This is an optimization exercise on Yosys and OpenROAD, whose aim is a short achievable clock period and few clock cycles, not a production implementation.
Where RTL was checked, it was by simulation tests only, not by an equivalence proof against the original.
The RTL of run 2 was laid out without a check of its function.
Power is estimated from default activity; no workload was simulated.

--- flow/config.mk ---
export PLATFORM = sky130hd
export DESIGN_NAME = xca
export DESIGN_NICKNAME = xca
export VERILOG_FILES = /design/flow/design.v
export SDC_FILE = /design/flow/constraint.sdc
export NUM_CORES = 4
export LEC_CHECK = 0
export ABC_CLOCK_PERIOD_IN_PS = 2300
export CAP_MARGIN = 20
export CORE_MARGIN = 2
export CORE_UTILIZATION = 60
export CTS_CLUSTER_DIAMETER = 80
export CTS_CLUSTER_SIZE = 30
export SETUP_SLACK_MARGIN = 4.2
export SLEW_MARGIN = 20
--- flow/constraint.sdc ---
create_clock -name core_clock -period 6.5 [get_ports {clk}]
set_input_delay 1.3000 -clock core_clock [delete_from_list [all_inputs] [get_ports {clk}]]
set_output_delay 1.3000 -clock core_clock [all_outputs]
set_load 0.01 [all_outputs]
--- flow/design.v ---
module xca (
  input  wire        clk,
  input  wire        rst,           
  output wire        ready,
  input  wire        csr_we,
  input  wire [3:0]  csr_addr,
  input  wire [15:0] csr_wdata,
  output reg         fb_re,
  output reg  [11:0] fb_addr,
  input  wire [7:0]  fb_rdata,
  output reg         rt_we,
  output reg  [6:0]  rt_idx,
  output reg  [58:0] rt_wdata,
  output wire [2:0]  status,
  output reg  [3:0]  err,
  output reg  [15:0] infoa,
  output reg  [15:0] infob,
  output reg  [11:0] len,
  output reg  [7:0]  acc,
  output reg  [11:0] plen,
  output reg  [1:0]  ttype,
  output wire [15:0] comp,
  output reg  [11:0] cmdlen,
  output reg  [6:0]  count
);
  localparam [3:0] E_OK      = 4'd0,
                   E_SHORT   = 4'd1,
                   E_NOSTX   = 4'd2,
                   E_NOETX   = 4'd3,
                   E_CSUM    = 4'd4,
                   E_TYPE    = 4'd5,
                   E_LENGTH  = 4'd6,
                   E_FORMAT  = 4'd10,
                   E_ILLEGAL = 4'd13;
  function [6:0] mul10(input [3:0] v);
    case (v)
      4'd0: mul10 = 7'd0;   4'd1: mul10 = 7'd10;  4'd2: mul10 = 7'd20;  4'd3: mul10 = 7'd30;
      4'd4: mul10 = 7'd40;  4'd5: mul10 = 7'd50;  4'd6: mul10 = 7'd60;  4'd7: mul10 = 7'd70;
      4'd8: mul10 = 7'd80;  4'd9: mul10 = 7'd90;  4'd10: mul10 = 7'd100; 4'd11: mul10 = 7'd110;
      4'd12: mul10 = 7'd120; 4'd13: mul10 = 7'd122; 4'd14: mul10 = 7'd12; 4'd15: mul10 = 7'd22;
    endcase
  endfunction
  function [9:0] mul100(input [3:0] v);
    case (v)
      4'd0: mul100 = 10'd0;   4'd1: mul100 = 10'd100; 4'd2: mul100 = 10'd200; 4'd3: mul100 = 10'd300;
      4'd4: mul100 = 10'd400; 4'd5: mul100 = 10'd500; 4'd6: mul100 = 10'd600; 4'd7: mul100 = 10'd700;
      4'd8: mul100 = 10'd800; 4'd9: mul100 = 10'd900; 4'd10: mul100 = 10'd1000; 4'd11: mul100 = 10'd76;
      4'd12: mul100 = 10'd176; 4'd13: mul100 = 10'd276; 4'd14: mul100 = 10'd376; 4'd15: mul100 = 10'd476;
    endcase
  endfunction
  function [13:0] mul1000(input [3:0] v);
    case (v)
      4'd0: mul1000 = 14'd0;    4'd1: mul1000 = 14'd1000; 4'd2: mul1000 = 14'd2000; 4'd3: mul1000 = 14'd3000;
      4'd4: mul1000 = 14'd4000; 4'd5: mul1000 = 14'd5000; 4'd6: mul1000 = 14'd6000; 4'd7: mul1000 = 14'd7000;
      4'd8: mul1000 = 14'd8000; 4'd9: mul1000 = 14'd9000; 4'd10: mul1000 = 14'd10000; 4'd11: mul1000 = 14'd11000;
      4'd12: mul1000 = 14'd12000; 4'd13: mul1000 = 14'd13000; 4'd14: mul1000 = 14'd14000; 4'd15: mul1000 = 14'd15000;
    endcase
  endfunction
  function [11:0] mul300(input [3:0] v);
    case (v)
      4'd0: mul300 = 12'd0;    4'd1: mul300 = 12'd300;  4'd2: mul300 = 12'd600;  4'd3: mul300 = 12'd900;
      4'd4: mul300 = 12'd1200; 4'd5: mul300 = 12'd1500; 4'd6: mul300 = 12'd1800; 4'd7: mul300 = 12'd2100;
      4'd8: mul300 = 12'd2400; 4'd9: mul300 = 12'd2700; 4'd10: mul300 = 12'd3000; 4'd11: mul300 = 12'd3300;
      4'd12: mul300 = 12'd3600; 4'd13: mul300 = 12'd3900; 4'd14: mul300 = 12'd104; 4'd15: mul300 = 12'd404;
    endcase
  endfunction
  function [8:0] mul30p5(input [3:0] v);    
    case (v)
      4'd0: mul30p5 = 9'd5;   4'd1: mul30p5 = 9'd35;  4'd2: mul30p5 = 9'd65;  4'd3: mul30p5 = 9'd95;
      4'd4: mul30p5 = 9'd125; 4'd5: mul30p5 = 9'd155; 4'd6: mul30p5 = 9'd185; 4'd7: mul30p5 = 9'd215;
      4'd8: mul30p5 = 9'd245; 4'd9: mul30p5 = 9'd275; 4'd10: mul30p5 = 9'd305; 4'd11: mul30p5 = 9'd335;
      4'd12: mul30p5 = 9'd365; 4'd13: mul30p5 = 9'd395; 4'd14: mul30p5 = 9'd425; 4'd15: mul30p5 = 9'd455;
    endcase
  endfunction
  function [11:0] inc12(input [11:0] a);
    integer i;
    begin
      for (i = 0; i < 12; i = i + 1)
        inc12[i] = a[i] ^ ((a & ((12'd1 << i) - 12'd1)) == ((12'd1 << i) - 12'd1));
    end
  endfunction
  reg         ready_r;
  reg         gotv;
  reg  [1:0]  htype;
  reg         comp_p;
  reg  [9:0]  comp_val;
  assign ready  = ready_r;
  assign status = {gotv, htype};
  assign comp   = {comp_p, 5'd0, comp_val};
  wire [3:0]  w_op   = csr_wdata[15:12];
  wire [11:0] w_arg  = csr_wdata[11:0];
  wire        arg_nz = |w_arg;
  wire        wr     = csr_we & ready_r;
  wire        wr_cmd = wr & (csr_addr == 4'h0);
  wire        len_lt4 = ~|len[11:2];
  wire c_aclr  = wr_cmd & (w_op == 4'h1) & ~arg_nz;
  wire c_axb   = wr_cmd & (w_op == 4'h2);
  wire c_csum  = wr_cmd & (w_op == 4'h3);
  wire c_frame = wr_cmd & ((w_op == 4'h4) | (w_op == 4'h5)) & ~arg_nz;
  wire c_ill   = wr_cmd & ~(((w_op == 4'h0) | (w_op == 4'h1) | (w_op == 4'h4) | (w_op == 4'h5)) & ~arg_nz)
                        & (w_op != 4'h2) & (w_op != 4'h3);
  wire c_short = c_frame & len_lt4;
  wire c_sweep = c_axb | (c_csum & arg_nz) | (c_frame & ~len_lt4);
  reg  [11:0] p_r;          
  reg  [11:0] pm5_r;        
  reg         p_lt2, p_eq2, p_eq5, p_lt6, p_lt4;
  always @(posedge clk) begin
    p_r   <= len - 12'd4;
    pm5_r <= len - 12'd9;
    p_lt2 <= (len < 12'd6);
    p_eq2 <= (len == 12'd6);
    p_eq5 <= (len == 12'd9);
    p_lt6 <= (len < 12'd10);
    p_lt4 <= (len < 12'd8);
  end
  reg         m_frame, m_dec, m_axb;
  reg         m_single;     
  reg  [11:0] ap1;          
  reg  [11:0] rend;         
  reg  [11:0] lm1, lm2;     
  wire        is_last = m_single | (ap1 == rend);
  always @(posedge clk) begin
    lm1 <= len - 12'd1;
    lm2 <= len - 12'd2;
  end
  reg         v1, last1, etx1, trh1;
  reg  [11:0] a1;
  reg         v2, last2, etx2, trh2;
  reg  [11:0] a2;
  reg  [7:0]  d2;
  wire       is_dig  = (d2 >= 8'h30) && (d2 <= 8'h39);
  wire       is_hup  = (d2 >= 8'h41) && (d2 <= 8'h46);
  wire       is_hlo  = (d2 >= 8'h61) && (d2 <= 8'h66);
  wire       is_hexu = is_dig | is_hup;
  wire       is_hex  = is_hexu | is_hlo;
  wire       is_sign = (d2 == 8'h2B) || (d2 == 8'h2D);
  wire [3:0] hv      = d2[6] ? (d2[3:0] + 4'd9) : d2[3:0];
  reg  [35:0] pos;
  wire [29:0] ring = pos[35:6];
  wire c_dig  = ring[0] | ring[1] | ring[2] | ring[5] | ring[6] | ring[7] | ring[8] |
                ring[10] | ring[11] | ring[19] | ring[20] | ring[21];
  wire c_sign = ring[4] | ring[9];
  wire c_hex  = ring[13] | ring[14] | ring[16] | ring[17];
  reg         etx_seen;
  wire        blk_on = v2 & m_frame & ~etx_seen & ~etx2;
  wire        blk_bad = blk_on & ((c_dig & ~is_dig) | (c_sign & ~is_sign) | (c_hex & ~is_hex));
  wire        stx_abort = v2 & m_frame & pos[0] & (d2 != 8'h02);
  reg  [7:0]  csum;
  reg  [7:0]  stx_b, etx_b, th, tl, t1, t2, d3b, d4b, d5b;
  reg         stx_bad, etx_bad, th_ok, tl_ok, geq;
  reg  [3:0]  thv;
  reg         bad3, bad4, bad5;
  reg         berr;
  reg  [7:0]  berr_b;
  reg  [11:0] berr_i;
  reg         fin;
  reg  [3:0]  rc0, rc1, rc2, rv0, rv1, rv2, rv3, re0, re1, rs0, rs1, rs2;
  reg         rvs, res;
  reg  [7:0]  rops, rers;
  reg         cv1, cv2, cv3;
  reg  [9:0]  pc0, ps0;
  reg  [6:0]  pc1, ps1;
  reg  [3:0]  pc2, ps2;
  reg  [13:0] pv0;
  reg  [9:0]  pv1;
  reg  [6:0]  pv2;
  reg  [3:0]  pv3;
  reg  [6:0]  pe0;
  reg  [3:0]  pe1;
  reg  [9:0]  qc, qs;
  reg  [13:0] qva;
  reg  [7:0]  qvb;
  reg  [6:0]  qe;
  always @(posedge clk) begin
    if (v2 & m_frame) begin
      if (ring[0])  rc0 <= d2[3:0];
      if (ring[1])  rc1 <= d2[3:0];
      if (ring[2])  rc2 <= d2[3:0];
      if (ring[4])  rvs <= d2[2];
      if (ring[5])  rv0 <= d2[3:0];
      if (ring[6])  rv1 <= d2[3:0];
      if (ring[7])  rv2 <= d2[3:0];
      if (ring[8])  rv3 <= d2[3:0];
      if (ring[9])  res <= d2[2];
      if (ring[10]) re0 <= d2[3:0];
      if (ring[11]) re1 <= d2[3:0];
      if (ring[13]) rops[7:4] <= hv;
      if (ring[14]) rops[3:0] <= hv;
      if (ring[16]) rers[7:4] <= hv;
      if (ring[17]) rers[3:0] <= hv;
      if (ring[19]) rs0 <= d2[3:0];
      if (ring[20]) rs1 <= d2[3:0];
      if (ring[21]) rs2 <= d2[3:0];
    end
    cv1 <= blk_on & ring[21];
    cv2 <= cv1;
    cv3 <= cv2;
    pc0 <= mul100(rc0);  pc1 <= mul10(rc1);  pc2 <= rc2;
    ps0 <= mul100(rs0);  ps1 <= mul10(rs1);  ps2 <= rs2;
    pv0 <= mul1000(rv0); pv1 <= mul100(rv1); pv2 <= mul10(rv2); pv3 <= rv3;
    pe0 <= mul10(re0);   pe1 <= re1;
    qc  <= pc0 + {3'd0, pc1} + {6'd0, pc2};
    qs  <= ps0 + {3'd0, ps1} + {6'd0, ps2};
    qva <= pv0 + {4'd0, pv1};
    qvb <= {1'b0, pv2} + {4'd0, pv3};
    qe  <= pe0 + {3'd0, pe1};
  end
  wire [58:0] entry = {qs, rers, rops, qe, res, qva + {6'd0, qvb}, rvs, qc};
  localparam integer SD = 99;
  reg  [SD*59-1:0] stk;
  reg         pop_en;
  reg         shift_dn;     
  reg  [6:0]  pop_idx;
  wire        fc_early = stx_bad | etx_bad;
  wire        fc_fail  = fc_early | ~(th_ok & tl_ok) | ~geq;
  wire        pop_go   = pop_en | (fin & m_dec & dz_pop & ~fc_fail);
  wire [6:0]  pop_cur  = pop_en ? pop_idx : nm1;
  always @(posedge clk) begin
    if (cv3)
      stk <= {stk[(SD-1)*59-1:0], entry};
    else if (shift_dn)
      stk <= {59'd0, stk[SD*59-1:59]};
  end
  reg  [6:0]  nval, nm1;
  reg  [3:0]  g3, g4, g5;   
  reg  [11:0] e_v;
  reg         eq_e;
  reg  [9:0]  cvv;
  reg  [1:0]  tag_k;        
  reg  [3:0]  dz_err;
  reg  [15:0] dz_a, dz_b;
  reg  [1:0]  dz_ht, dz_tt;
  reg         dz_cp;
  reg  [9:0]  dz_cv;
  reg  [11:0] dz_cl;
  reg  [6:0]  dz_cnt;
  reg         dz_pop;
  wire        dig_bad   = bad3 | bad4 | bad5;
  wire [7:0]  dig_b     = bad3 ? d3b : (bad4 ? d4b : d5b);
  wire [11:0] dig_i     = bad3 ? 12'd3 : (bad4 ? 12'd4 : 12'd5);
  wire        dig_bad34 = bad3 | bad4;
  always @(posedge clk) begin
    nval  <= mul10(g3) + {3'd0, g4};
    nm1   <= nval - 7'd1;
    e_v   <= mul300(g3) + {3'd0, mul30p5(g4)};
    eq_e  <= (e_v == p_r);
    cvv   <= mul100(g3) + {3'd0, mul10(g4)} + {6'd0, g5};
    tag_k <= (t1 == 8'h44 && t2 == 8'h41) ? 2'd1 :
             (t1 == 8'h53 && t2 == 8'h54) ? 2'd2 :
             (t1 == 8'h4D && t2 == 8'h44) ? 2'd3 : 2'd0;
    dz_err <= E_OK;  dz_a <= 16'd0;  dz_b <= 16'd0;
    dz_ht  <= tag_k; dz_tt <= 2'd0;  dz_cp <= 1'b0;  dz_cv <= 10'd0;
    dz_cl  <= 12'd0; dz_cnt <= 7'd0; dz_pop <= 1'b0;
    if (p_lt2) begin
      dz_err <= E_TYPE; dz_b <= {4'd0, p_r}; dz_ht <= 2'd0;
    end else begin
      case (tag_k)
        2'd1: begin
          if (p_eq2) begin
            dz_tt <= 2'd1;
          end else if (p_eq5) begin
            if (dig_bad) begin
              dz_err <= E_FORMAT; dz_a <= {8'd0, dig_b}; dz_b <= {4'd0, dig_i};
            end else begin
              dz_tt <= 2'd1; dz_cp <= 1'b1; dz_cv <= cvv;
            end
          end else begin
            dz_err <= E_LENGTH; dz_b <= {4'd0, p_r};
          end
        end
        2'd2: begin
          if (p_lt6) begin
            dz_err <= E_LENGTH; dz_a <= 16'd6; dz_b <= {4'd0, p_r};
          end else if (dig_bad) begin
            dz_err <= E_FORMAT; dz_a <= {8'd0, dig_b}; dz_b <= {4'd0, dig_i};
          end else begin
            dz_tt <= 2'd2; dz_cp <= 1'b1; dz_cv <= cvv; dz_cl <= pm5_r;
          end
        end
        2'd3: begin
          if (p_lt4) begin
            dz_err <= E_LENGTH; dz_a <= 16'd5; dz_b <= {4'd0, p_r};
          end else if (dig_bad34) begin
            dz_err <= E_FORMAT; dz_a <= {8'd0, bad3 ? d3b : d4b}; dz_b <= bad3 ? 16'd3 : 16'd4;
          end else if (!eq_e) begin
            dz_err <= E_LENGTH; dz_a <= {4'd0, e_v}; dz_b <= {4'd0, p_r};
          end else if (berr) begin
            dz_err <= E_FORMAT; dz_a <= {8'd0, berr_b}; dz_b <= {4'd0, berr_i};
          end else begin
            dz_tt <= 2'd3; dz_cnt <= nval; dz_pop <= (nval != 7'd0);
          end
        end
        default: begin
          dz_err <= E_TYPE; dz_a <= {t1, t2}; dz_b <= {4'd0, p_r};
        end
      endcase
    end
  end
  always @(posedge clk) begin
    v1    <= fb_re & ~stx_abort;
    last1 <= is_last;
    etx1  <= m_frame & (ap1 == lm2);
    trh1  <= m_frame & (ap1 == lm1);
    a1    <= fb_addr;
    v2    <= v1 & ~stx_abort;
    last2 <= last1;
    etx2  <= etx1;
    trh2  <= trh1;
    a2    <= a1;
    d2    <= fb_rdata;
    fin   <= 1'b0;
    rt_we <= 1'b0;
    if (fb_re) begin
      fb_addr <= ap1;
      ap1     <= inc12(ap1);
      if (is_last | stx_abort) fb_re <= 1'b0;
    end
    if (v2) begin
      pos <= {pos[34:6], pos[35] | pos[5], pos[4:0], 1'b0};
      if (m_frame) begin
        if (!etx_seen) csum <= csum ^ d2;
        if (pos[0]) begin stx_b <= d2; stx_bad <= (d2 != 8'h02); end
        if (pos[1]) t1 <= d2;
        if (pos[2]) t2 <= d2;
        if (pos[3]) begin d3b <= d2; bad3 <= ~is_dig; g3 <= d2[3:0]; end
        if (pos[4]) begin d4b <= d2; bad4 <= ~is_dig; g4 <= d2[3:0]; end
        if (pos[5]) begin d5b <= d2; bad5 <= ~is_dig; g5 <= d2[3:0]; end
        if (etx2) begin etx_b <= d2; etx_bad <= (d2 != 8'h03); etx_seen <= 1'b1; end
        if (trh2) begin th <= d2; th_ok <= is_hexu; thv <= hv; end
        if (last2) begin
          tl    <= d2;
          tl_ok <= is_hexu;
          geq   <= ({thv, hv} == csum);
        end
        if (blk_bad & ~berr) begin berr <= 1'b1; berr_b <= d2; berr_i <= a2; end
        if (last2 | stx_abort) fin <= 1'b1;
      end else begin
        csum <= csum ^ d2;
        if (last2) begin
          acc     <= m_axb ? (acc ^ d2) : (csum ^ d2);
          ready_r <= 1'b1;
        end
      end
    end
    if (fin) begin
      if (!fc_early) acc <= csum;
      gotv <= ~fc_early & th_ok & tl_ok;
      plen <= fc_fail ? 12'd0 : p_r;
      if (fc_fail | ~m_dec) begin
        htype <= 2'd0;
        infob <= 16'd0;
        if (stx_bad) begin
          err <= E_NOSTX; infoa <= {8'd0, stx_b};
        end else if (etx_bad) begin
          err <= E_NOETX; infoa <= {8'd0, etx_b}; infob <= {4'd0, len - 12'd3};
        end else if (!(th_ok & tl_ok)) begin
          err <= E_CSUM; infoa <= {th, tl}; infob <= {8'd0, csum};
        end else if (!geq) begin
          err <= E_CSUM; infoa <= {8'd0, thv, tl[6] ? (tl[3:0] + 4'd9) : tl[3:0]}; infob <= {8'd0, csum};
        end else begin
          err <= E_OK; infoa <= 16'd0;
        end
        if (m_dec) begin
          ttype <= 2'd0; comp_p <= 1'b0; comp_val <= 10'd0; cmdlen <= 12'd0; count <= 7'd0;
        end
        ready_r <= 1'b1;
      end else begin
        err      <= dz_err;
        infoa    <= dz_a;
        infob    <= dz_b;
        htype    <= dz_ht;
        ttype    <= dz_tt;
        comp_p   <= dz_cp;
        comp_val <= dz_cv;
        cmdlen   <= dz_cl;
        count    <= dz_cnt;
        if (!dz_pop) ready_r <= 1'b1;
      end
    end
    rt_idx   <= pop_cur;
    rt_wdata <= shift_dn ? stk[117:59] : stk[58:0];
    shift_dn <= pop_go;
    if (pop_go) begin
      rt_we    <= 1'b1;
      pop_idx  <= pop_cur - 7'd1;
      pop_en   <= (pop_cur != 7'd0);
    end
    if (rt_we & ~pop_en) ready_r <= 1'b1;
    if (wr) begin
      case (csr_addr)
        4'h5: len <= csr_wdata[11:0];
        4'h8: ttype <= csr_wdata[1:0];
        4'h9: begin comp_p <= csr_wdata[15]; comp_val <= csr_wdata[9:0]; end
        4'hA: cmdlen <= csr_wdata[11:0];
        4'hB: count <= csr_wdata[6:0];
        default: ;
      endcase
      if (c_aclr | (c_csum & ~arg_nz)) acc <= 8'd0;
      if (c_ill) begin
        err <= E_ILLEGAL; infoa <= csr_wdata; infob <= 16'd0; gotv <= 1'b0; htype <= 2'd0;
      end
      if (c_short) begin
        err <= E_SHORT; infoa <= {4'd0, len}; infob <= 16'd0; gotv <= 1'b0; htype <= 2'd0;
        plen <= 12'd0;
        if (w_op[0]) begin
          ttype <= 2'd0; comp_p <= 1'b0; comp_val <= 10'd0; cmdlen <= 12'd0; count <= 7'd0;
        end
      end
      if (c_sweep) begin
        ready_r  <= 1'b0;
        fb_re    <= 1'b1;
        fb_addr  <= c_axb ? w_arg : 12'd0;
        ap1      <= 12'd1;
        rend     <= c_csum ? w_arg : len;
        m_single <= c_axb;
        m_frame  <= c_frame;
        m_dec    <= w_op[0];
        m_axb    <= c_axb;
        csum     <= 8'd0;
        pos      <= 36'd1;
        etx_seen <= 1'b0;
        berr     <= 1'b0;
      end
    end
    if (rst) begin
      ready_r  <= 1'b1;
      fb_re    <= 1'b0;
      v1       <= 1'b0;
      v2       <= 1'b0;
      fin      <= 1'b0;
      pop_en   <= 1'b0;
      shift_dn <= 1'b0;
      rt_we    <= 1'b0;
      gotv     <= 1'b0;
      htype    <= 2'd0;
      err      <= 4'd0;
      infoa    <= 16'd0;
      infob    <= 16'd0;
      len      <= 12'd0;
      acc      <= 8'd0;
      plen     <= 12'd0;
      ttype    <= 2'd0;
      comp_p   <= 1'b0;
      comp_val <= 10'd0;
      cmdlen   <= 12'd0;
      count    <= 7'd0;
    end
  end
endmodule
--- flow/run.sh ---
#!/bin/bash
# synth_recipe.tcl (not shown) runs the flow's synth.tcl, then flattens the netlist and writes it again
# the make line also repeats each setting of config.mk as NAME=value (left out here)
make -C /OpenROAD-flow-scripts/flow DESIGN_CONFIG=/design/flow/config.mk WORK_HOME=/design/flow/orfs CLKGATE_MAP_FILE= SYNTH_SCRIPT=/design/flow/synth_recipe.tcl finish
==> run summary, run 1 <==
The total number of placement rows came out at 248. Setup slack on the worst reg-to-reg path comes out at 3780 ps. The footprint of the multi-input gates came out at 79100 um^2. The synthesized design contains 6033 enable-type register cells. In the final layout, the share of cells above drive strength 1 is 47.4%. Power spread over the standard cell area amounts to 228 nW/um^2. Relative to the synthesized area, the layout overhead comes to 9.54%. The number of endpoints with negative hold slack in the final report was 0. The worst hold path terminates at a2[5]. The met2 wirelength from detailed routing came out at 248000 um.

The total area inside the core boundary comes to 456000 um^2. For this design the top-level I/O count stands at 220. The initial antenna violation count was 11. The first detailed-routing pass took 6 iterations.

The prevailing post-synth register cell is sky130_fd_sc_hd__edfxtp_1. Based on the critical path, the design can be clocked at up to 344 MHz. The total leakage power came out at 79.0 nW.

The transition at the pin with the smallest max-transition slack came out at 959 ps. VDD sags by at most 0.289 mV. In this run the worst setup path begins at fb_re. The total count of max-transition violations in the final report came out at 0. The aggregate negative setup slack is 0 ps. STA classifies the critical path startpoint as a flip-flop. By count the netlist is led by 6033 x sky130_fd_sc_hd__edfxtp_1, 5843 x sky130_fd_sc_hd__mux2_2, 740 x sky130_fd_sc_hd__clkbuf_1, 596 x sky130_fd_sc_hd__dfxtp_1, 267 x sky130_fd_sc_hd__nor2_1. After detailed routing, the average wire length per cell comes to 22.0 um.

The CTS tree is done. The number of nets with antenna violations after routing came out at 0. The total number of vias is 126000. For this design, the sink count on the clock tree is 6629. After detailed routing, the number of vias per cell comes to 5.85. Counting the fill cells in the layout gives 30400.

At the worst endpoint, the arrival time is 1610 ps. The distinct cell type count of the synthesized netlist came out at 80. Sorting the synthesized cells by area gives the leading types as sky130_fd_sc_hd__edfxtp_1 66%, sky130_fd_sc_hd__mux2_2 24%, sky130_fd_sc_hd__dfxtp_1 4.3%, sky130_fd_sc_hd__clkbuf_1 1.0%, sky130_fd_sc_hd__ha_1 0.60%. The later pin in the worst-skew pair is clocked with a latency of 970 ps.

The count of port buffers added during placement is 214. The synthesized instance count is 15200. After clock tree synthesis, the flow added hold-fix buffers numbering 0. The vertical die dimension came out at 680 um. The final layout contains routed wiring with a total length of 475000 um. The minimum clock period after layout is 2910 ps. Setup violations remaining at the end of the flow were counted as 0. Clock tree synthesis selected as its root buffer the cell sky130_fd_sc_hd__clkbuf_16. In this run the biggest area consumer among cell types represents 66.0% of the synthesized area. The half-perimeter wire length after detailed placement is 277000 um. The floorplan die width came out at 680 um. The area of the die is 463000 um^2. The synthesized area divided by synthesized cell count is 18.1 um^2.

In this run the top signal layer used is met4. The run finished with no timing, DRC or antenna violations. The number of flip-flops and latches in the synthesized netlist is 6629.

The via count of the first global-routing pass is 132000. Counting instances, the worst hold path has a depth of 0. The critical path class is flip-flop to primary output.

The worst setup path is captured at a primary output. The final weighted congestion in routability-driven placement is 0.839. Across the routed clock network, the largest skew measured is 42.4 ps. For this run, the number of Yosys warnings is 1. The area used by sequential logic in the layout is 193000 um^2. The source of the worst hold timing path is a1[5]. Global routing finished with a remaining overflow of 0.

The biggest fanout along the worst timing path came out at 2. The max-capacitance violation count came out at 0. The clock transition at the registers of the reported paths is 120 ps.

The maximum number of pins on one net before global-route repair came out at 149. The met3 wire length came out at 13200 um. The fraction of registers with async set or reset after synthesis came out at 0%. The capturing point of the worst reg2reg path is berr_i[8]. The total routing resource utilization after global routing came out at 19.5%. The clock passes through at most 4 buffers.

The detailed-route DRC error count came out at 0. For this run, the share of the core covered by cells in the final layout is 65.9%. Of all cell types, the one taking the most synthesized area is sky130_fd_sc_hd__edfxtp_1. The dominant cell by count in the synthesized netlist is sky130_fd_sc_hd__edfxtp_1.

Setup repair after global routing could not meet its margin everywhere. Of the available clock period, the critical path in the final layout requires 44.7%. In this run, the number of DRC markers left after iteration 0 of detailed routing was 8325. The routed metal-1 wire length is 202000 um. The netlist area before placement came out at 274000 um^2. The number of nets in the layout is 15600. CTS built an H-tree with a depth of 5. The part of the Yosys area used for sequential elements is 70.4%. The total CTS buffers came out at 281. The startpoint of the worst register-to-register path is d2[1]. The global-route wire length before repair came out at 732000 um. The depth of the most critical reg-to-reg path came out at 11. In this run the tightest slew margin relative to its limit is 35.9%. The tightest min-delay check is of the flip-flop to flip-flop type. For this configuration, the core starts out at a cell density of 60.2%. The data required time at the worst endpoint came out at 5200 ps.
[state kept, by name, summed over array words and instances (netlist names), 16 cells and up, named ones only]
name / cells
infob: 16
stk: 5841
pos: 36
rt_wdata: 59
infoa: 16
dz_a: 16
[cell type report]
type	instances	area share, %
diodes	3	0.00250
repair buffers	723	3.73
clock buffers	343	2.52
clock inverters	96	0.387
flip-flops and latches	6629	64.4
inverters	117	0.163
multi-input cells	7620	26.3
well taps	6000	2.50
repair inverters	1	0.00167
[cells by family after synthesis]
kind of cell,Yosys count,share of synthesized area [%]
flops,6629,70.4
other cells,1,0.00137
xor+xnor,194,0.619
compound gates,493,1.18
simple gates,834,1.49
buf+inv,922,1.30
fa+ha+maj,147,0.711
mux,5935,24.3
[power breakdown]
part,total [mW],switching (mW),internal (mW)
sequential,46.1,0.194,45.9
combinational,0.573,0.301,0.272
clock,22.0,12.8,9.12
[placed cells by master (no fill, tap or decap), types with 32 or more instances in the layout]
cell / n
sky130_fd_sc_hd__a211oi_2: 32
sky130_fd_sc_hd__a21oi_1: 94
sky130_fd_sc_hd__a22oi_1: 62
sky130_fd_sc_hd__and2_1: 99
sky130_fd_sc_hd__and3_1: 35
sky130_fd_sc_hd__buf_12: 48
sky130_fd_sc_hd__buf_16: 129
sky130_fd_sc_hd__buf_4: 189
sky130_fd_sc_hd__buf_6: 216
sky130_fd_sc_hd__bufbuf_16: 33
sky130_fd_sc_hd__clkbuf_1: 45
sky130_fd_sc_hd__clkbuf_16: 339
sky130_fd_sc_hd__dfxtp_1: 410
sky130_fd_sc_hd__dfxtp_2: 118
sky130_fd_sc_hd__dfxtp_4: 68
sky130_fd_sc_hd__edfxtp_1: 6033
sky130_fd_sc_hd__ha_1: 124
sky130_fd_sc_hd__inv_1: 101
sky130_fd_sc_hd__mux2_2: 5843
sky130_fd_sc_hd__mux2i_1: 89
sky130_fd_sc_hd__nand2_1: 211
sky130_fd_sc_hd__nor2_1: 216
sky130_fd_sc_hd__nor3_1: 36
sky130_fd_sc_hd__o21ai_0: 98
sky130_fd_sc_hd__xnor2_1: 105
sky130_fd_sc_hd__xor2_1: 80
[worst max path at each step]
stage              to  depth (start not counted)
2_1_floorplan  stk[0]                          5
3_3_place_gp    m_dec                          7
3_5_place_dp    m_dec                          7
6_report        fb_re                          2
5_1_grt         fb_re                          2
4_1_cts         fb_re                          2
[worst max-delay path: stages, from the launching register on]
cell and delay (ps):
sky130_fd_sc_hd__dfxtp_4 370, sky130_fd_sc_hd__buf_12 140, sky130_fd_sc_hd__buf_6 120
[metal layers]
metal / GRT usage, % / vias up
met3: 1.88 / 543
met5: 0 / -
met1: 25.6 / 65200
met2: 35.2 / 1439
met4: 4.67 / 0
li1: - / 58900
[repair_timing]
action                                  4_1_cts  5_1_grt
gates resized for setup                    1603      318
pin swaps                                    55      115
setup buffers                               141       57
gates cloned                                 98       56
endpoints found under the setup margin    12100     4059
[stage by stage]
| step | instances | power (mW) | setup slack [ps] | instance area, um^2 | hold slack (ps) |
|---|---|---|---|---|---|
| 3_5_place_dp | 20700 | 47.5 | 1890 | 283000 | 312 |
| 5_1_grt | 21500 | 70.8 | 3530 | 301000 | 324 |
| 3_3_place_gp | 20700 | 47.5 | 1930 | 283000 | 311 |
| 2_1_floorplan | 15200 | 47.2 | -37140 | 274000 | 310 |
| 4_1_cts | 21400 | 69.3 | 3520 | 298000 | 330 |
| 6_report | 21500 | 68.6 | 3590 | 301000 | 325 |
Testbench counts, summed over its fixed seeds: cycles 200,999.
==> run 2, diff against run 1 <==
--- a/flow/design.v
+++ b/flow/design.v
@@ -126,7 +126,7 @@
   reg         v1, last1, etx1, trh1;
   reg  [11:0] a1;
-  reg         v2, last2, etx2, trh2;
-  reg  [11:0] a2;
-  reg  [7:0]  d2;
+  wire        v2 = v1, last2 = last1, etx2 = etx1, trh2 = trh1;
+  wire [11:0] a2 = a1;
+  wire [7:0]  d2 = fb_rdata;
   wire       is_dig  = (d2 >= 8'h30) && (d2 <= 8'h39);
   wire       is_hup  = (d2 >= 8'h41) && (d2 <= 8'h46);
@@ -303,10 +303,4 @@
     trh1  <= m_frame & (ap1 == lm1);
     a1    <= fb_addr;
-    v2    <= v1 & ~stx_abort;
-    last2 <= last1;
-    etx2  <= etx1;
-    trh2  <= trh1;
-    a2    <= a1;
-    d2    <= fb_rdata;
     fin   <= 1'b0;
     rt_we <= 1'b0;
@@ -427,5 +421,4 @@
       fb_re    <= 1'b0;
       v1       <= 1'b0;
-      v2       <= 1'b0;
       fin      <= 1'b0;
       pop_en   <= 1'b0;
==> run summary, run 2 <==
The initial core utilization is 60.1%. The register with the most flip-flops in the final layout is stk. In this design, the stage delay of the slowest critical-path cell is 360 ps.

IR analysis of the VDD net gives a maximum drop of 0.280 mV. After synthesis, the netlist uses 81 different library cells. The floorplan core area is 456000 um^2. The post-detailed-routing wire length came out at 463000 um. The half-perimeter wire length after detailed placement came out at 279000 um. Synthesis inferred 6605 register bits.

The final layout contains 15400 nets. The critical path goes through buf_12, buf_6. Dividing the detail-routed wire length by the instance count gives 21.7 um.

The number of nets with antenna violations after routing came out at 0. The CTS root buffer is sky130_fd_sc_hd__clkbuf_16. The die is 680 um wide. The detailed-route DRC error count is 0. In this run, synthesis inferred 6033 flip-flops with an integrated enable.

The largest clock skew in the final design is 32.5 ps. The I/O pin total came out at 220. The worst register-to-register path begins at th_ok. The family of cells with the greatest summed delay on the critical path is flip-flops. The fraction of registers with async set or reset after synthesis is 0%. The power density over the cells is 228 nW/um^2. The critical path is of the flip-flop to primary output type. The global route total overflow came out at 0.

After clock tree synthesis, the clock-pin slew on the worst setup and hold paths is 110 ps. The dominant cell by count in the synthesized netlist is sky130_fd_sc_hd__edfxtp_1. Of the available clock period, the critical path in the final layout requires 43.8%. The largest registers in the layout are stk: 5841 flops, rt_wdata: 59 flops, pos: 36 flops. The total leakage power is 78.6 nW.

Timing would allow up to 351 MHz. The first-iteration detailed-routing DRC count came out at 8402. The initial antenna violation count is 13. The kind of start point of the critical path is a flip-flop. Across every metal layer, demand over resource in global routing totals 19.2%. The area of the die is 462000 um^2.

The total number of vias is 125000. Headroom to the max-slew limit came out at 29.4%. The later-pin clock latency in the skew report came out at 940 ps. Of the cells placed in the final design, the portion with a size suffix greater than 1 is 46.9%. The number of H-tree branching levels is 5. The signal arrival time at the worst endpoint came out at 1550 ps. Sorting the synthesized cells by area gives the leading types as sky130_fd_sc_hd__edfxtp_1 66%, sky130_fd_sc_hd__mux2_2 24%, sky130_fd_sc_hd__dfxtp_1 4.2%, sky130_fd_sc_hd__clkbuf_1 1.0%, sky130_fd_sc_hd__ha_1 0.60%.

The aggregate negative setup slack is 0 ps. Once layout is done, the placed cells without fillers occupy 297000 um^2. The number of buffers on the longest clock path came out at 4. Across the run, the number of max-cap violations was 0.

In this run the biggest area consumer among cell types represents 66.1% of the synthesized area. The number of endpoints with negative hold slack in the final report is 0. Entering global routing, the biggest net connects 173 pins. The part of the Yosys area used for sequential elements came out at 70.3%. The startpoint identified for the worst hold timing path is cv2. The minimum clock period after layout came out at 2850 ps.

The register with the most flip-flops in the layout has 5841 of them. TritonCTS built the clock tree. Before antenna repair, the detailed router went through 7 iterations. The total count of max-transition violations in the final report was 0.

The placed instances occupy a cell area of 283000 um^2. The biggest fanout along the worst timing path came out at 2. The prevailing post-synth register cell is sky130_fd_sc_hd__edfxtp_1.

Among all stages on the critical path, the largest delay is contributed by sky130_fd_sc_hd__dfxtp_2. The tightest min-delay check is of the flip-flop to flip-flop type. Input and output buffers added on the ports amount to 214. The netlist area before placement is 274000 um^2. The via count of the first global-routing pass is 131000.

The area growth from synthesis to layout is 8.48%. In this run the mean area of a mapped cell was 18.1 um^2. The number of sinks driven by the clock tree is 6605. At the worst endpoint, the required time is 5200 ps. The run finished with no timing, DRC or antenna violations. The most critical setup path has its startpoint at shift_dn.

Of all cell types, the one taking the most synthesized area is sky130_fd_sc_hd__edfxtp_1. The vertical die dimension came out at 680 um. The worst setup path is captured at a primary output. The most common cell after layout, fill and taps aside is sky130_fd_sc_hd__edfxtp_1. Setup violations remaining at the end of the flow were counted as 0. The transition at the pin with the smallest max-transition slack is 1060 ps. The number of buffer and inverter instances along the worst setup path came out at 2.

The total number of placement rows came out at 248. The final total power came out at 67.8 mW. The final weighted congestion in routability-driven placement came out at 0.830.

After synthesis, the most frequently instantiated cells are 6033 x sky130_fd_sc_hd__edfxtp_1, 5859 x sky130_fd_sc_hd__mux2_2, 756 x sky130_fd_sc_hd__clkbuf_1, 572 x sky130_fd_sc_hd__dfxtp_1, 243 x sky130_fd_sc_hd__nor2_1. The first global-routing pass estimated 723000 um of wire. The warning count from the yosys run came out at 1. The number of clock buffers added by TritonCTS is 279.

The synthesized instance count came out at 15100. Counting the fill cells in the layout gives 30600. In the layout the commonest cells are 6033 x sky130_fd_sc_hd__edfxtp_1, 5859 x sky130_fd_sc_hd__mux2_2, 379 x sky130_fd_sc_hd__dfxtp_1. The worst slack at placement is 1520 ps. Setup repair after global routing could not meet its margin everywhere. Setup slack closes at 3650 ps. The post-layout utilization of the core is 65.2%. The routed via count divided by cell count came out at 5.84.
## run 2: cell count changes in the layout (fill, tap and decap cells not counted), sizes merged, moves of 8 or more
cell	change
a22oi	-13
clkbuf	-32
a221oi	-8
o211ai	-10
nor3	+10
dfxtp	-24
or3	+9
mux2	+16
bufbuf	-10
nor2	-25
nand2	-22
buf	-43
## run 2: cells by family after synthesis
group,synth area share (%)
compound gates,1.16
xor+xnor,0.611
fa+ha+maj,0.713
buf+inv,1.29
flops,70.3
mux,24.4
other cells,0.00137
simple gates,1.48
## run 2: final timing paths
| path | depth (start not counted) | slack, ps | endpoint |
|---|---|---|---|
| setup / recovery | 2 | 3650 | rt_we |
| hold / removal | 0 | 330 | cv3 |
| setup reg to reg | 8 | 4080 | infoa[2] |
| hold reg to reg | 0 | 330 | cv3 |
## run 2: what timing repair did
item	in CTS	in global routing
gates resized for setup	1532	153
hold buffers	0	0
gates cloned	68	24
pin swaps	32	54
buffers inserted	94	49
setup endpoints to repair	11400	2606
## run 2: layout make-up
type / count / area, um^2 / area share, %
Sequential cell: 6605 / 193000 / 64.9
Antenna cell: 5 / 12.5 / 0.00421
Tap cell: 6000 / 7510 / 2.53
Clock buffer: 338 / 7440 / 2.50
Clock inverter: 91 / 986 / 0.332
Inverter: 117 / 470 / 0.158
Timing Repair Buffer: 638 / 9170 / 3.08
Multi-Input combinational cell: 7598 / 78600 / 26.5
## run 2: metrics by stage
step / hold slack [ps] / std cells
2_1_floorplan: 310 / 15100
3_5_place_dp: 312 / 20700
3_3_place_gp: 317 / 20700
4_1_cts: 330 / 21300
5_1_grt: 340 / 21400
6_report: 331 / 21400
## run 2: power breakdown
| group | switching, mW | internal, mW | total (mW) |
|---|---|---|---|
| Sequential | 0.169 | 45.7 | 45.9 |
| Clock | 12.7 | 8.70 | 21.4 |
| Combinational | 0.264 | 0.233 | 0.497 |
## run 2: layer usage
layer	track usage [%]	vias up	share of wire, %
li1	-	58600	-
met1	25.5	64600	44
met2	34.4	1276	52
met3	1.72	470	2.6
met4	4.38	2	2.3
met5	0	-	0.0028
==> run 3, diff against run 2 <==
--- a/flow/design.v
+++ b/flow/design.v
@@ -98,8 +98,8 @@
   wire c_csum  = wr_cmd & (w_op == 4'h3);
   wire c_frame = wr_cmd & ((w_op == 4'h4) | (w_op == 4'h5)) & ~arg_nz;
-  wire c_ill   = wr_cmd & ~(((w_op == 4'h0) | (w_op == 4'h1) | (w_op == 4'h4) | (w_op == 4'h5)) & ~arg_nz)
-                        & (w_op != 4'h2) & (w_op != 4'h3);
-  wire c_short = c_frame & len_lt4;
   wire c_sweep = c_axb | (c_csum & arg_nz) | (c_frame & ~len_lt4);
+  wire c_stall = wr_cmd & ~(~arg_nz & ((w_op == 4'h0) | (w_op == 4'h1) | (w_op == 4'h3)));
+  reg         slow;         
+  reg  [15:0] wq;           
   reg  [11:0] p_r;          
   reg  [11:0] pm5_r;        
@@ -152,4 +152,7 @@
   reg         bad3, bad4, bad5;
   reg         berr;
+  reg         bad_q;
+  reg  [7:0]  bb_q;
+  reg  [11:0] bi_q;
   reg  [7:0]  berr_b;
   reg  [11:0] berr_i;
@@ -327,5 +330,4 @@
           geq   <= ({thv, hv} == csum);
         end
-        if (blk_bad & ~berr) begin berr <= 1'b1; berr_b <= d2; berr_i <= a2; end
         if (last2 | stx_abort) fin <= 1'b1;
       end else begin
@@ -337,4 +339,8 @@
       end
     end
+    bad_q <= blk_bad;
+    bb_q  <= d2;
+    bi_q  <= a2;
+    if (bad_q & ~berr) begin berr <= 1'b1; berr_b <= bb_q; berr_i <= bi_q; end
     if (fin) begin
       if (!fc_early) acc <= csum;
@@ -381,4 +387,36 @@
     end
     if (rt_we & ~pop_en) ready_r <= 1'b1;
+    if (slow) begin
+      slow    <= 1'b0;
+      ready_r <= 1'b1;
+      gotv    <= 1'b0;
+      htype   <= 2'd0;
+      infob   <= 16'd0;
+      if (((wq[15:12] == 4'h4) | (wq[15:12] == 4'h5)) & ~|wq[11:0]) begin
+        err   <= E_SHORT;
+        infoa <= {4'd0, len};
+        plen  <= 12'd0;
+        if (wq[12]) begin
+          ttype <= 2'd0; comp_p <= 1'b0; comp_val <= 10'd0; cmdlen <= 12'd0; count <= 7'd0;
+        end
+      end else begin
+        err   <= E_ILLEGAL;
+        infoa <= wq;
+      end
+    end
+    if (ready_r) begin
+      wq       <= csr_wdata;
+      fb_addr  <= (w_op == 4'h2) ? w_arg : 12'd0;
+      ap1      <= 12'd1;
+      rend     <= (w_op == 4'h3) ? w_arg : len;
+      m_frame  <= (w_op == 4'h4) | (w_op == 4'h5);
+      m_dec    <= w_op[0];
+      m_axb    <= (w_op == 4'h2);
+      m_single <= (w_op == 4'h2);
+      csum     <= 8'd0;
+      pos      <= 36'd1;
+      etx_seen <= 1'b0;
+      berr     <= 1'b0;
+    end
     if (wr) begin
       case (csr_addr)
@@ -391,29 +429,7 @@
       endcase
       if (c_aclr | (c_csum & ~arg_nz)) acc <= 8'd0;
-      if (c_ill) begin
-        err <= E_ILLEGAL; infoa <= csr_wdata; infob <= 16'd0; gotv <= 1'b0; htype <= 2'd0;
-      end
-      if (c_short) begin
-        err <= E_SHORT; infoa <= {4'd0, len}; infob <= 16'd0; gotv <= 1'b0; htype <= 2'd0;
-        plen <= 12'd0;
-        if (w_op[0]) begin
-          ttype <= 2'd0; comp_p <= 1'b0; comp_val <= 10'd0; cmdlen <= 12'd0; count <= 7'd0;
-        end
-      end
-      if (c_sweep) begin
-        ready_r  <= 1'b0;
-        fb_re    <= 1'b1;
-        fb_addr  <= c_axb ? w_arg : 12'd0;
-        ap1      <= 12'd1;
-        rend     <= c_csum ? w_arg : len;
-        m_single <= c_axb;
-        m_frame  <= c_frame;
-        m_dec    <= w_op[0];
-        m_axb    <= c_axb;
-        csum     <= 8'd0;
-        pos      <= 36'd1;
-        etx_seen <= 1'b0;
-        berr     <= 1'b0;
-      end
+      if (c_stall) ready_r <= 1'b0;
+      if (c_sweep) fb_re <= 1'b1;
+      if (c_stall & ~c_sweep) slow <= 1'b1;
     end
     if (rst) begin
@@ -422,4 +438,5 @@
       v1       <= 1'b0;
       fin      <= 1'b0;
+      slow     <= 1'b0;
       pop_en   <= 1'b0;
       shift_dn <= 1'b0;
==> run summary, run 3 <==
The signal arrival time at the worst endpoint is 1660 ps. The I/O pin total came out at 220. In this run the number of cells on the critical path is 1. Dividing the final minimum period by the clock period gives 45.5%. The warning count from the yosys run is 1. Counting instances in the post-synthesis netlist gives the leading cell types as 6060 x sky130_fd_sc_hd__edfxtp_1, 5850 x sky130_fd_sc_hd__mux2_2, 578 x sky130_fd_sc_hd__dfxtp_1, 431 x sky130_fd_sc_hd__clkbuf_1, 334 x sky130_fd_sc_hd__buf_2. Per report_power, the sequential group accounts for 67.2% of the total. The post-detailed-routing wire length is 456000 um. The total count of max-transition violations in the final report came to 0.

The number of buffer and inverter instances along the worst setup path came out at 1. After synthesis, the mean cell area works out to 18.1 um^2. The area of the die came out at 464000 um^2.

Summing the sequential cell areas from Yosys gives 70.3% of the chip area. Traced cell by cell, the critical path runs through buf_2. The worst setup path is launched from a flip-flop. Yosys mapped a number of flops with a built-in enable equal to 6060. Once detailed placement completed, the half-perimeter wirelength came to 277000 um. The via count of the first global-routing pass came out at 131000.

The floorplan core area came out at 457000 um^2. The fraction of synthesized cell area taken by the top area cell type came out at 66.1%. The prevailing post-synth register cell is sky130_fd_sc_hd__edfxtp_1. Once placement finished, the instance area stood at 284000 um^2. The tree built by TritonCTS fans out to 6638 sinks.

The biggest fanout along the worst timing path is 2. The first global-routing pass estimated 713000 um of wire. From synthesis to final layout, the design area changed by 7.91%.

The CTS root buffer is sky130_fd_sc_hd__clkbuf_16. The startpoint identified for the worst register-to-register timing path is g5[2]. The initial antenna violation count came out at 9. The total routing resource utilization after global routing is 18.8%. The routed via count divided by cell count came out at 5.81. The number of buffers on the longest clock path came out at 4. The number of nets in the layout came out at 15400. In the final layout, the registers with the most flip-flops are stk: 5841 flops, rt_wdata: 59 flops, pos: 36 flops. The largest clock skew in the final design is 40.6 ps. The maximum number of pins on one net before global-route repair is 160. The netlist area before placement came out at 275000 um^2. The worst setup path is captured at a primary output.

For this design the static power due to leakage is 93.5 nW. Synthesis handed over a netlist of 15200 instances. The register with the most flip-flops in the final layout is stk. Port buffering added 210 buffers. At the later pin of the worst-skew pair, clock insertion delay measures 970 ps. The proportion of power drawn by combinational gates is 0.4%. By area the synthesized netlist is led by sky130_fd_sc_hd__edfxtp_1 66%, sky130_fd_sc_hd__mux2_2 24%, sky130_fd_sc_hd__dfxtp_1 4.2%, sky130_fd_sc_hd__buf_2 0.61%, sky130_fd_sc_hd__ha_1 0.60%. After synthesis the netlist holds a flip-flop and latch count of 6638. The family of cells with the greatest summed delay on the critical path is flip-flops. The number of nets with antenna violations after routing came out at 0. The run finished with no timing, DRC or antenna violations. The number of H-tree branching levels is 5. Among all cell types in the netlist, the one instantiated most often is sky130_fd_sc_hd__edfxtp_1. The library cell used most frequently in the layout, excluding fill and tap cells, is sky130_fd_sc_hd__edfxtp_1. Setup violations remaining at the end of the flow were counted as 0. Setup repair after global routing could not meet its margin everywhere.

The fmax is 338 MHz. The number of cells on the worst hold path is 0. The share of total power dissipated in the clock network is 32.4%.

The power density over the cells came out at 230 nW/um^2. The total CTS buffers is 283. Once the floorplan was initialized, standard cells occupied 60.3% of the core.

The switching portion of total power came out at 19.3%. TritonCTS built the clock tree. The total number of placement rows is 248. The max-capacitance violation count is 0. The library cells used most frequently in the layout, excluding fill and tap cells, are 6060 x sky130_fd_sc_hd__edfxtp_1, 5850 x sky130_fd_sc_hd__mux2_2, 417 x sky130_fd_sc_hd__dfxtp_1.

The final instance area is 297000 um^2. The total overflow left after global routing is 0. The final weighted congestion in routability-driven placement came out at 0.837.

The largest area contributor in the synthesized netlist is sky130_fd_sc_hd__edfxtp_1. The per-cell routed wire length is 21.2 um. In this run, post-CTS hold repair placed 0 buffers.

The power spent charging and discharging nets came out at 13.2 mW. The fraction of registers with async set or reset after synthesis came out at 0%. In this run the worst setup path begins at fb_addr[3]. The startpoint identified for the worst hold timing path is a1[3].

The vertical die dimension came out at 682 um. The critical path class is flip-flop to primary output. The final total power is 68.4 mW.

The detailed router finished its first iteration with 8336 violations. The depth of the most critical reg-to-reg path is 9. The largest voltage drop on the vdd net is 0.323 mV.

The number of endpoints with negative hold slack in the final report is 0. In this run, distinct cell masters in the synthesized netlist total 88. The flip-flop count of the largest register after layout is 5841.

For this run, design rule violations remaining after detail routing come to 0. The internal power contribution is 55.2 mW. The die is 682 um wide.

The transition at the pin with the smallest max-transition slack is 1050 ps. In this run the tightest slew margin relative to its limit is 30.0%. Cells with a size suffix above 1 make up 45.7% of the layout. The pre-antenna-repair detailed-routing pass consisted of 6 iterations. The path class of the lowest-slack min-delay path is flip-flop to flip-flop. The minimum clock period after layout came out at 2960 ps. After clock tree synthesis, the clock-pin slew on the worst setup and hold paths is 110 ps.

The aggregate negative setup slack is 0 ps. The total number of vias came out at 125000. The worst stage delay on the critical path came out at 500 ps.

The data required time at the worst endpoint came out at 5200 ps. The library cell contributing the largest single delay on the critical path is sky130_fd_sc_hd__edfxtp_1.
run 3: cell count changes after synthesis, sizes merged, moves of 13 or more:
cell,change
buf,+320
nor2,-19
edfxtp,+27
o22ai,+25
a21oi,+27
nor2b,+14
a221oi,-13
a211oi,-26
clkbuf,-322
nor3,-18
nand3,+28
run 3: metal layers:
metal  share of wire (%)  wire [um]  track usage (%)  vias to the layer above
met3                 2.8      12800             1.76                      479
li1                    -          -                -                    58700
met2                  51     234000             33.5                     1369
met5              0.0029         13                0                        -
met1                  44     198000             25.1                    64500
met4                 2.2      10200             4.16                        2
run 3: area by class of cell:
| class | count | area, um^2 |
|---|---|---|
| Sequential cell | 6638 | 194000 |
| Fill cell | 30800 | 160000 |
| Multi-Input combinational cell | 7636 | 78300 |
| Timing Repair Buffer | 558 | 8030 |
| Tap cell | 6125 | 7660 |
| Clock buffer | 336 | 7600 |
| Clock inverter | 110 | 1310 |
| Inverter | 124 | 484 |
| Antenna cell | 5 | 12.5 |
| Timing Repair inverter | 1 | 5.00 |
run 3: final timing paths:
| path | endpoint | slack, ps |
|---|---|---|
| hold reg to reg | bi_q[3] | 340 |
| hold / removal | bi_q[3] | 340 |
| setup / recovery | fb_addr[3] | 3540 |
| setup reg to reg | cvv[8] | 4020 |
run 3: cells by family after synthesis:
kind of cell | share of synthesized area, %
flops | 70.3
mux | 24.2
buf+inv | 1.45
simple gates | 1.53
compound gates | 1.22
xor+xnor | 0.601
fa+ha+maj | 0.704
other cells | 0.00136
run 3: per-stage QoR:
step                      hold WS, ps  instances  util (%)  setup slack [ps]
after CTS                         335      21500      64.8              3470
after global placement            316      20900      62.2              2540
after floorplan                   310      15200         -            -37140
after global routing              347      21500      65.1              3480
after detailed placement          312      20900      62.2              2570
final                             337      21500      65.1              3540
run 3: repair_timing:
action | CTS | global route
gates cloned | 47 | 23
pin swaps | 15 | 5
gates resized for setup | 1247 | 121
buffers inserted | 69 | 26
endpoints found under the setup margin | 11300 | 3119
run 3: worst reg2reg max path: stages, from the launching register on:
cell	delay [ps]
sky130_fd_sc_hd__edfxtp_1	470
sky130_fd_sc_hd__fa_1	540
sky130_fd_sc_hd__ha_2	220
sky130_fd_sc_hd__inv_2	40
sky130_fd_sc_hd__fa_2	330
sky130_fd_sc_hd__nor2b_1	120
sky130_fd_sc_hd__o21ai_1	60
sky130_fd_sc_hd__nand2b_1	130
sky130_fd_sc_hd__nand2_1	60
sky130_fd_sc_hd__a311o_1	380
run 3: power by group through the flow:
stage          logic [mW]  clock network (mW)  registers, mW
3_3_place_gp        0.247                   0           46.9
2_1_floorplan       0.133                   0           46.9
6_report            0.287                22.2           45.9
3_5_place_dp        0.251                   0           46.9
5_1_grt             0.305                24.2           45.9
4_1_cts             0.271                23.0           45.9
Testbench counts of run 3, summed over its fixed seeds: cycles 200,509.
==> run 4, diff against run 3 <==
--- a/flow/design.v
+++ b/flow/design.v
@@ -93,5 +93,7 @@
   wire        wr     = csr_we & ready_r;
   wire        wr_cmd = wr & (csr_addr == 4'h0);
-  wire        len_lt4 = ~|len[11:2];
+  reg  [11:0] len_n;        
+  wire [11:0] leni    = ~len_n;
+  wire        len_lt4 = ~|leni[11:2];
   wire c_aclr  = wr_cmd & (w_op == 4'h1) & ~arg_nz;
   wire c_axb   = wr_cmd & (w_op == 4'h2);
@@ -104,13 +106,15 @@
   reg  [11:0] p_r;          
   reg  [11:0] pm5_r;        
+  reg  [11:0] lm3;          
   reg         p_lt2, p_eq2, p_eq5, p_lt6, p_lt4;
   always @(posedge clk) begin
-    p_r   <= len - 12'd4;
-    pm5_r <= len - 12'd9;
-    p_lt2 <= (len < 12'd6);
-    p_eq2 <= (len == 12'd6);
-    p_eq5 <= (len == 12'd9);
-    p_lt6 <= (len < 12'd10);
-    p_lt4 <= (len < 12'd8);
+    p_r   <= leni - 12'd4;
+    pm5_r <= leni - 12'd9;
+    lm3   <= leni - 12'd3;
+    p_lt2 <= (leni < 12'd6);
+    p_eq2 <= (leni == 12'd6);
+    p_eq5 <= (leni == 12'd9);
+    p_lt6 <= (leni < 12'd10);
+    p_lt4 <= (leni < 12'd8);
   end
   reg         m_frame, m_dec, m_axb;
@@ -121,6 +125,6 @@
   wire        is_last = m_single | (ap1 == rend);
   always @(posedge clk) begin
-    lm1 <= len - 12'd1;
-    lm2 <= len - 12'd2;
+    lm1 <= leni - 12'd1;
+    lm2 <= leni - 12'd2;
   end
   reg         v1, last1, etx1, trh1;
@@ -214,4 +218,5 @@
   reg         pop_en;
   reg         shift_dn;     
+  reg         wr_last;      
   reg  [6:0]  pop_idx;
   wire        fc_early = stx_bad | etx_bad;
@@ -353,5 +358,5 @@
           err <= E_NOSTX; infoa <= {8'd0, stx_b};
         end else if (etx_bad) begin
-          err <= E_NOETX; infoa <= {8'd0, etx_b}; infob <= {4'd0, len - 12'd3};
+          err <= E_NOETX; infoa <= {8'd0, etx_b}; infob <= {4'd0, lm3};
         end else if (!(th_ok & tl_ok)) begin
           err <= E_CSUM; infoa <= {th, tl}; infob <= {8'd0, csum};
@@ -381,4 +386,5 @@
     rt_wdata <= shift_dn ? stk[117:59] : stk[58:0];
     shift_dn <= pop_go;
+    wr_last  <= pop_go & (pop_cur == 7'd0);
     if (pop_go) begin
       rt_we    <= 1'b1;
@@ -386,5 +392,5 @@
       pop_en   <= (pop_cur != 7'd0);
     end
-    if (rt_we & ~pop_en) ready_r <= 1'b1;
+    if (wr_last) ready_r <= 1'b1;
     if (slow) begin
       slow    <= 1'b0;
@@ -395,5 +401,5 @@
       if (((wq[15:12] == 4'h4) | (wq[15:12] == 4'h5)) & ~|wq[11:0]) begin
         err   <= E_SHORT;
-        infoa <= {4'd0, len};
+        infoa <= {4'd0, leni};
         plen  <= 12'd0;
         if (wq[12]) begin
@@ -409,5 +415,5 @@
       fb_addr  <= (w_op == 4'h2) ? w_arg : 12'd0;
       ap1      <= 12'd1;
-      rend     <= (w_op == 4'h3) ? w_arg : len;
+      rend     <= (w_op == 4'h3) ? w_arg : leni;
       m_frame  <= (w_op == 4'h4) | (w_op == 4'h5);
       m_dec    <= w_op[0];
@@ -421,5 +427,5 @@
     if (wr) begin
       case (csr_addr)
-        4'h5: len <= csr_wdata[11:0];
+        4'h5: begin len <= csr_wdata[11:0]; len_n <= ~csr_wdata[11:0]; end
         4'h8: ttype <= csr_wdata[1:0];
         4'h9: begin comp_p <= csr_wdata[15]; comp_val <= csr_wdata[9:0]; end
@@ -441,4 +447,5 @@
       pop_en   <= 1'b0;
       shift_dn <= 1'b0;
+      wr_last  <= 1'b0;
       rt_we    <= 1'b0;
       gotv     <= 1'b0;
@@ -448,4 +455,5 @@
       infob    <= 16'd0;
       len      <= 12'd0;
+      len_n    <= 12'hFFF;
       acc      <= 8'd0;
       plen     <= 12'd0;
==> run summary, run 4 <==
In this run the core area contains 249 standard-cell rows. The setup check on the worst reg-to-reg path leaves a slack of 3960 ps. The smallest setup slack after layout came out at 3610 ps. The floorplan die width came out at 683 um. The vertical die dimension came out at 683 um. After synthesis, flip-flops and latches occupy 70.2% of the total area. The number of buffer and inverter instances along the worst setup path is 1.

The fraction of registers with async set or reset after synthesis came out at 0%. Entering global routing, the biggest net connects 184 pins. TritonCTS built the clock tree. The aggregate negative setup slack is 0 ps. In the final routed layout, each cell accounts on average for 21.2 um. The post-layout utilization of the core is 64.9%. The most critical setup path has its endpoint at fb_addr[8]. The portion of total power attributed to sequential cells came out at 67.2%.

The synthesized area divided by synthesized cell count came out at 18.2 um^2. Headroom to the max-slew limit came out at 32.6%. The critical path is of the flip-flop to primary output type. After layout, the worst path uses 44.5% of the clock period.

The total count of max-transition violations in the final report was 0. The fmax came out at 346 MHz. After synthesis the netlist holds a flip-flop and latch count of 6662. The initial core utilization is 60.2%.

The final total power came out at 68.6 mW. Clock tree synthesis found a total of 6662 sinks. The tree is rooted in a sky130_fd_sc_hd__clkbuf_16. The signal on the critical path passes through buf_2.

Across the VDD grid, the largest voltage drop is 0.333 mV. The highest layer touched by signal routing is met4. Once layout is complete, the cells apart from fillers number 21600. The most critical setup path has its startpoint at fb_addr[8]. The floorplan core area came out at 459000 um^2. The run finished with no timing, DRC or antenna violations. The warning count from the yosys run is 1. Using the TritonRoute via totals, the vias-per-cell ratio works out to 5.79. Broken down by cell family, the worst path's largest delay share belongs to flip-flops. The total number of vias came out at 125000.

The total routing resource utilization after global routing came out at 18.9%. Summed over all nets, the half-perimeter wirelength after detailed placement is 280000 um. The number of synthesized flops with an enable pin is 6060. In the synthesized netlist, the cells that appear most often are 6060 x sky130_fd_sc_hd__edfxtp_1, 5843 x sky130_fd_sc_hd__mux2_2, 636 x sky130_fd_sc_hd__buf_2, 602 x sky130_fd_sc_hd__dfxtp_1, 233 x sky130_fd_sc_hd__nor2_1. The clock transition at the registers of the reported paths came out at 110 ps. The dominant cell by count in the synthesized netlist is sky130_fd_sc_hd__edfxtp_1.

Leaving out fill and tap cells, the most frequent cells in the layout are 6060 x sky130_fd_sc_hd__edfxtp_1, 5843 x sky130_fd_sc_hd__mux2_2, 434 x sky130_fd_sc_hd__dfxtp_1. The transition at the pin with the smallest max-transition slack is 1010 ps. The synthesized instance count is 15200. The share of total power dissipated in combinational logic is 0.4%. The power spent charging and discharging nets came out at 13.2 mW. The routed metal-1 wire length is 199000 um. The capturing point of the worst reg2reg path is cvv[9]. Routability-driven placement finished with a final weighted congestion of 0.850. The total leakage power came out at 93.9 nW. The depth of the critical timing path with buffers and inverters included is 1.

The signal arrival time at the worst endpoint is 1590 ps. The worst path in the final design needs a cycle of 2890 ps, including I/O delays and setup. Net switching is 19.2% of the power. The total CTS buffers is 283.

The first-iteration detailed-routing DRC count came out at 8376. The area of the die came out at 466000 um^2. The fraction of final layout cells sized beyond drive strength 1 is 45.7%. In the detailed route, the total length drawn on met3 is 12600 um. After synthesis, the cell types taking the most area are sky130_fd_sc_hd__edfxtp_1 66%, sky130_fd_sc_hd__mux2_2 24%, sky130_fd_sc_hd__dfxtp_1 4.4%, sky130_fd_sc_hd__buf_2 1.2%, sky130_fd_sc_hd__ha_1 0.60%. The number of buffers on the longest clock path came out at 4. The largest clock skew in the final design came out at 40.6 ps.

STA classifies the critical path endpoint as a primary output. The internal power contribution came out at 55.4 mW. The number of nets with antenna violations after routing is 0. The flip-flop count of the largest register after layout came out at 5841. The power density over the cells came out at 230 nW/um^2. Summed over all instances, the cell type with the most area after synthesis is sky130_fd_sc_hd__edfxtp_1. Setup violations remaining at the end of the flow were counted as 0. Global routing finished with a remaining overflow of 0. The largest registers in the layout are stk: 5841 flops, rt_wdata: 59 flops, pos: 36 flops. The number of endpoints with negative hold slack in the final report came out at 0. For this run, the leading register cell type out of synthesis is sky130_fd_sc_hd__edfxtp_1. The clock network accounts for 32.4% of the total power. The initial antenna violation count came out at 7. The synthesized netlist occupies a cell area of 276000 um^2. The I/O pin total came out at 220. In this run the worst hold path is classified as flip-flop to flip-flop. Hold is met by 338 ps.

The post-detailed-routing wire length came out at 458000 um. The via count of the first global-routing pass is 131000. The number of nets in the layout is 15500.

Leaving out fill and tap cells, the most frequent cell in the layout is sky130_fd_sc_hd__edfxtp_1. The max-capacitance violation count is 0. The worst setup path is launched from a flip-flop. The worst slack at placement came out at 2480 ps. The cell area reported after detailed placement is 285000 um^2. The final instance area came out at 298000 um^2. Counting flops per register, the top entry is stk. The cell total after placement is 21000.

The detailed-router iteration count before antenna repair came out at 6. The area growth from synthesis to layout came out at 7.88%. The startpoint of the worst register-to-register path is d5b[3].

The data required time at the worst endpoint came out at 5200 ps. The depth of the most critical reg-to-reg path is 8. The fraction of synthesized cell area taken by the top area cell type came out at 65.8%.

Along the worst path, the maximum fanout reaches 2. The count of port buffers added during placement is 210. The first global-routing pass estimated 719000 um of wire. In the routed design, unresolved DRC markers number 0.

The distinct cell type count of the synthesized netlist came out at 100. The worst stage delay on the critical path came out at 470 ps. The later-pin clock latency in the skew report came out at 950 ps.

The number of H-tree branching levels is 5. Setup repair after global routing could not meet its margin everywhere. For this design, the CTS-stage hold fixing added 0 buffers.

In this run the most critical hold path is launched from cv1. The routed design uses 236000 um of met2 wire. The slowest stage of the critical path belongs to the cell sky130_fd_sc_hd__edfxtp_1.
[run 4: changes by cell type in the layout (fill, tap and decap cells not counted), moves of 10 or more]
cell                         previous run  this run
sky130_fd_sc_hd__xnor2_1              108       119
sky130_fd_sc_hd__buf_4                144       158
sky130_fd_sc_hd__o21ai_0              118       131
sky130_fd_sc_hd__nand2_1              195       212
sky130_fd_sc_hd__a21o_1                22        12
sky130_fd_sc_hd__mux2i_1               79        66
sky130_fd_sc_hd__dfxtp_1              417       434
sky130_fd_sc_hd__a221oi_1              10        26
sky130_fd_sc_hd__clkinvlp_4            17         5
sky130_fd_sc_hd__a21oi_1              122        96
[run 4: worst min-delay path by stage]
stage / slack [ps] / end / depth (start not counted)
after floorplan: 310 / bi_q[0] / 0
after global placement: 310 / cv2 / 0
after detailed placement: 310 / bi_q[8] / 0
after CTS: 340 / cv2 / 0
after global routing: 350 / cv2 / 0
final: 340 / cv2 / 0
[run 4: cell families (layout without fill, tap and decap cells)]
group / count (synthesis) / count (layout) / share of synthesized area [%]
AOI/OAI and AO/OA: 530 / 530 / 1.26
xor gates and xnor gates: 193 / 193 / 0.612
adders and majority gates: 148 / 148 / 0.711
buffers and inverters: 930 / 1166 / 1.59
DFF: 6662 / 6662 / 70.2
muxes: 5913 / 5913 / 24.1
other: 1 / 22 / 0.00136
and+or+nand+nor: 847 / 850 / 1.53
[run 4: final cells by class]
type	count	area, um^2
Antenna cell	13	32.5
Clock buffer	346	7690
Clock inverter	107	1260
Fill cell	31300	161000
Inverter	131	502
Multi-Input combinational cell	7643	78200
Sequential cell	6662	194000
Tap cell	6149	7690
Timing Repair Buffer	582	8430
[run 4: layer usage]
metal	up-vias	GRT usage [%]
met5	-	0
met4	0	4.61
met3	508	1.70
met2	1420	33.5
met1	64500	25.3
li1	58900	-
[run 4: power groups by stage]
stage	Sequential (mW)	Combinational, mW	Clock [mW]
2_1_floorplan	47.0	0.131	0
3_3_place_gp	47.1	0.244	0
3_5_place_dp	47.1	0.247	0
4_1_cts	46.1	0.262	23.1
5_1_grt	46.1	0.293	24.3
6_report	46.1	0.274	22.2
[run 4: worst register-to-register path: stages, from the launching register on]
cell,delay (ps)
sky130_fd_sc_hd__edfxtp_1,490
sky130_fd_sc_hd__fa_1,500
sky130_fd_sc_hd__ha_1,310
sky130_fd_sc_hd__a21oi_2,50
sky130_fd_sc_hd__nor2b_1,150
sky130_fd_sc_hd__o31a_1,180
sky130_fd_sc_hd__buf_4,130
sky130_fd_sc_hd__nor4b_1,50
sky130_fd_sc_hd__or4_4,550
[run 4: what timing repair did]
item                                    in CTS  in global routing
gates resized for setup                   1281                139
endpoints found under the setup margin   10900               3456
pin swaps                                   21                  9
cloned                                      47                 27
setup buffers                               73                 26
Testbench counts of run 4, summed over its fixed seeds: cycles 200,509.

re-timing with driven ports:
No port has a modelled driver above. Below, the same layouts with a new extraction and two added sets of constraints. Step 1: set_driving_cell puts a clkbuf_16 on clk and a buf_2 on each other input, an assumption about the parent block. Step 2 moves the port delays by t, midway between the first and last clock arrival at a register: inputs arrive t later, outputs are due t later. That takes back most of the time a late clock gives input paths. Slacks: ideal / step 1 / step 2; pairs: ideal / step 1.
run	shift t [ns]	setup slack, ns	worst register clock-pin slew, ns	worst data-port slew with drivers (ns)	cell pins on the clock port's net
run 1	1.057	3.594 / 3.483 / 2.991	0.12 / 0.12	0.08	1
run 2	1.040	3.654 / 3.545 / 2.742	0.12 / 0.12	0.14	1
run 3	1.058	3.542 / 3.435 / 3.196	0.12 / 0.12	0.06	1
run 4	1.048	3.607 / 3.492 / 3.208	0.12 / 0.12	0.06	1
After both steps setup and hold are still met in every run listed. For run 2, which loses most, drivers alone change the setup slack by -0.109 ns; drivers and shift together by -0.912 ns.
